Background: an optimization exercise with open tools, aiming at small area, a short achievable clock period and few clock cycles per item. Do not read the settings as production practice.
The RTL was checked by simulation tests, not by an equivalence proof against the original design.
Power and IR drop assume default switching activity.

## indigo
## hb_rx
module hb_rx (
    input  wire       clk,
    input  wire       rst,         
    input  wire       in_valid,
    output wire       in_ready,
    input  wire [7:0] in_data,
    output wire       ev_valid,
    input  wire       ev_ready,
    output wire [7:0] ev_data
);
Size in the first run: roughly 3900 cells after synthesis, roughly 2200 flip-flops, roughly 22 I/O pins, roughly 57000 um^2 of cells after synthesis.
==> flow/config.mk <==
export PLATFORM = sky130hd
export DESIGN_NAME = hb_rx
export DESIGN_NICKNAME = hb_rx
export VERILOG_FILES = /design/flow/design.v
export SDC_FILE = /design/flow/constraint.sdc
export NUM_CORES = 4
export LEC_CHECK = 0
export CAP_MARGIN = 20
export CORE_MARGIN = 2
export CORE_UTILIZATION = 40
export CTS_CLUSTER_DIAMETER = 80
export CTS_CLUSTER_SIZE = 24
export SLEW_MARGIN = 20
==> flow/constraint.sdc <==
create_clock -name core_clock -period 10.0 [get_ports {clk}]
set_input_delay 2.0000 -clock core_clock [delete_from_list [all_inputs] [get_ports {clk}]]
set_output_delay 2.0000 -clock core_clock [all_outputs]
set_load 0.01 [all_outputs]
standard.sh (not shown) runs the stock make flow with config.mk's settings and CLKGATE_MAP_FILE= SYNTH_SCRIPT=/design/flow/synth_recipe.tcl, a recipe that flattens the netlist after the stock synthesis.
==> flow/flow/run.sh <==
#!/bin/bash
set -euo pipefail
cd "$(dirname "$0")/.."
bash standard.sh finish SETUP_SLACK_MARGIN=6.6 TNS_END_PERCENT=10 \
    "BUFFER_PORTS_ARGS=-buffer_cell sky130_fd_sc_hd__buf_4" > flow_make.log 2>&1
Testbench counts of indigo, summed over its fixed seeds: cycles 26,059, items 480.
> inputs changed (indigo -> zinc)
--- a/flow/design.v
+++ b/flow/design.v
@@ -76,27 +76,28 @@
     reg [1:0]  method;        
     reg        pend_v;        
     reg [7:0]  pend;
     reg [7:0]  plen;          
     reg [7:0]  plen1;         
     reg        pend_w;        
     reg [7:0]  wslot;         
-    reg [7:0]  s0;            
+    reg [7:0]  age;           
     reg [7:0]  tm;            
     reg [7:0]  ring [0:RL-1];
     wire [7:0] tm1    = (tm == RLM) ? 8'd0 : tm + 8'd1;         
     wire [7:0] wslot1 = (wslot == RLM) ? 8'd0 : wslot + 8'd1;   
+    wire [7:0] age1   = (age == RLM) ? 8'd0 : age + 8'd1;       
     reg        f_files;       
     reg        f_card;        
     reg        f_qm;          
     reg [3:0]  mk;            
     reg        f_mf;          
     reg [1:0]  js;            
     reg       marker_hit, get_hit, post_hit;
-    reg [7:0] files_c, card_c, mf_c;
+    reg [7:0] files_c, card_c;
     always @(*) begin
         case (mpos)
             3'd0: marker_hit = k_plus;
             3'd1: marker_hit = k_i;
             3'd2: marker_hit = k_p;
             3'd3: marker_hit = k_d;
             default: marker_hit = k_comma;
@@ -130,36 +131,26 @@
             8'd3: card_c = "r";
             8'd4: card_c = "d";
             8'd5: card_c = "d";
             8'd6: card_c = "a";
             8'd7: card_c = "t";
             default: card_c = "a";
         endcase
-        case (mk)
-            4'd0:  mf_c = "a";
-            4'd1:  mf_c = "c";
-            4'd2:  mf_c = "t";
-            4'd3:  mf_c = "i";
-            4'd4:  mf_c = "o";
-            4'd5:  mf_c = "n";
-            4'd6:  mf_c = "=";
-            4'd7:  mf_c = "m";
-            4'd8:  mf_c = "f";
-            4'd9:  mf_c = "k";
-            4'd10: mf_c = "e";
-            4'd11: mf_c = "y";
-            4'd12: mf_c = "3";
-            default: mf_c = "2";
-        endcase
     end
     wire [3:0] dval = xb[3:0];
     wire       c_files = f_files && (plen < 8'd6) && (pend == files_c);
     wire       c_card  = f_card  && (plen < 8'd9) && (pend == card_c);
     wire       c_qm    = f_qm || (plen == 8'd1 && f_files && pend == "?");
-    wire       mk_hit  = (pend == mf_c);
+    wire       mk_hit  = (mk == 4'd0  && pend == "a") || (mk == 4'd1  && pend == "c") ||
+                         (mk == 4'd2  && pend == "t") || (mk == 4'd3  && pend == "i") ||
+                         (mk == 4'd4  && pend == "o") || (mk == 4'd5  && pend == "n") ||
+                         (mk == 4'd6  && pend == "=") || (mk == 4'd7  && pend == "m") ||
+                         (mk == 4'd8  && pend == "f") || (mk == 4'd9  && pend == "k") ||
+                         (mk == 4'd10 && pend == "e") || (mk == 4'd11 && pend == "y") ||
+                         (mk == 4'd12 && pend == "3") || (mk >= 4'd13 && pend == "2");
     wire [3:0] c_mk    = f_mf ? mk : (mk_hit ? mk + 4'd1 : ((pend == "a") ? 4'd1 : 4'd0));
     wire       c_mf    = f_mf || (mk_hit && mk == 4'd13);
     wire [1:0] c_js    = (pend == ".") ? 2'd1 :
                          (js == 2'd1 && pend == "j") ? 2'd2 :
                          (js == 2'd2 && pend == "s") ? 2'd3 : 2'd0;
     wire [7:0] c_plen  = plen1;
     wire       fin_add   = (pstate == P_PATH) && pend_v && (pend != CH_CR);
@@ -230,23 +221,23 @@
     integer w;
     always @(posedge clk) begin
         tm <= rst ? 8'd0 : tm1;
         ring[0] <= we ? pend : ring[RL - 1];
         for (w = 1; w < RL; w = w + 1)
             ring[w] <= ring[w - 1];
     end
+    wire new_pb = proc && !ovf && pstate == P_PATH && !k_lf && !k_sp;
     always @(posedge clk) begin
         if (we)
             pend_w <= 1'b1;
-        if (proc && !ovf && pstate == P_PATH && !k_lf && !k_sp) begin
+        if (new_pb) begin
             pend_w <= 1'b0;
             wslot  <= pend_v ? wslot1 : tm1;
-            if (!pend_v)
-                s0 <= tm1;
         end
+        age <= (new_pb && !pend_v) ? 8'd0 : age1;
     end
     always @(posedge clk) begin
         if (rst) begin
             pstate <= P_SEARCH;
             rx_len <= 9'd0;
             mpos   <= 3'd0;
         end else if (proc) begin
@@ -378,25 +369,25 @@
             endcase
         end
     end
     reg [7:0] rsel;
     integer j;
     always @(*) begin
         rsel = 8'd0;
-        for (j = 0; j < 64; j = j + 1)
+        for (j = 0; j < 48; j = j + 1)
             rsel = rsel | (ring[j] & {8{rlo[j % 16] && rmid[j / 16]}});
     end
-    wire [7:0] f0     = (tm >= s0) ? tm - s0 : tm - s0 + RL;   
-    wire [7:0] f01    = (f0 == RLM) ? 8'd0 : f0 + 8'd1;
+    wire [7:0] f0     = age;               
+    wire [7:0] f01    = age1;
     wire [7:0] rdist1 = (rdist == RLM) ? 8'd0 : rdist + 8'd1;
     wire       e_free = !ev_vr || ev_ready;
     wire       e_path = !e_drop && (ecnt >= 8'd9);
     wire       e_load = e_free && !e_last && (!e_path || qv);
     wire       e_take = e_load && e_path;
-    wire       fetch  = ev_v && !e_drop && (rrem != 8'd0) && (rhi == 2'd0) && (!qv || e_take);
+    wire       fetch  = ev_v && !e_drop && (rrem != 8'd0) && (rhi == 2'd0) && !rmid[3] && (!qv || e_take);
     integer g;
     always @(posedge clk) begin
         if (rst) begin
             ev_v  <= 1'b0;
             ev_vr <= 1'b0;
         end else if (!ev_v) begin
             ev_v  <= launch;
## What came out
zinc | stages: all done | timing, DRC, antenna: all pass
Compared with indigo, zinc is more frugal on power.
zinc ended up with a lower full die area than indigo did.
Relative to indigo, the number of cells in the design after placement of zinc is lower by about 7%.
Capture point of the critical path: ev_valid -> zinc, ev_data[0] -> indigo
On total wire length after detailed routing: between indigo and zinc, it ends up higher for indigo.
[diff] global-route wire length before repair, zinc relative to indigo: improvement
indigo → zinc: proportion of cell area spent on the clock network increased 0.24 points, logic depth of the worst path, buffers included was more or less identical, via count fell by 2415.
Total number of clock tree sinks: zinc vs indigo — no meaningful difference
[diff] internal power of the cells, zinc relative to indigo: improvement
Part of the power in registers up 1.0 points in zinc wrt indigo
Synthesis-stage register bit count delta (indigo -> zinc): insignificant
Testbench counts of zinc, summed over its fixed seeds: cycles 26,059, items 480.

## afterwards: timing with drivers on the ports
How much do the figures lean on ideal ports? The routed layouts below were timed once more, with nothing changed but the port constraints. Step 1 assumes that a clkbuf_16 drives the clock port and a buf_2 every other input. Step 2, shift: input delay + t, output delay - t, t = (earliest + latest rising clock arrival at the registers) / 2. This alone moves slack from input paths to output paths. Three values: ideal ports, drivers, drivers and shift; two values: the first two.
run | t, ns | slack for setup (ns) | worst hold slack (ns)
indigo | 0.787 | 6.612 / 6.543 / 5.962 | 0.311 / 0.311 / 0.311
zinc | 0.789 | 6.509 / 6.445 / 6.179 | 0.315 / 0.315 / 0.315
After both steps every run listed still meets setup and hold. The setup slack of indigo, which loses most, moves by -0.069 ns with the drivers and by -0.650 ns with both steps.
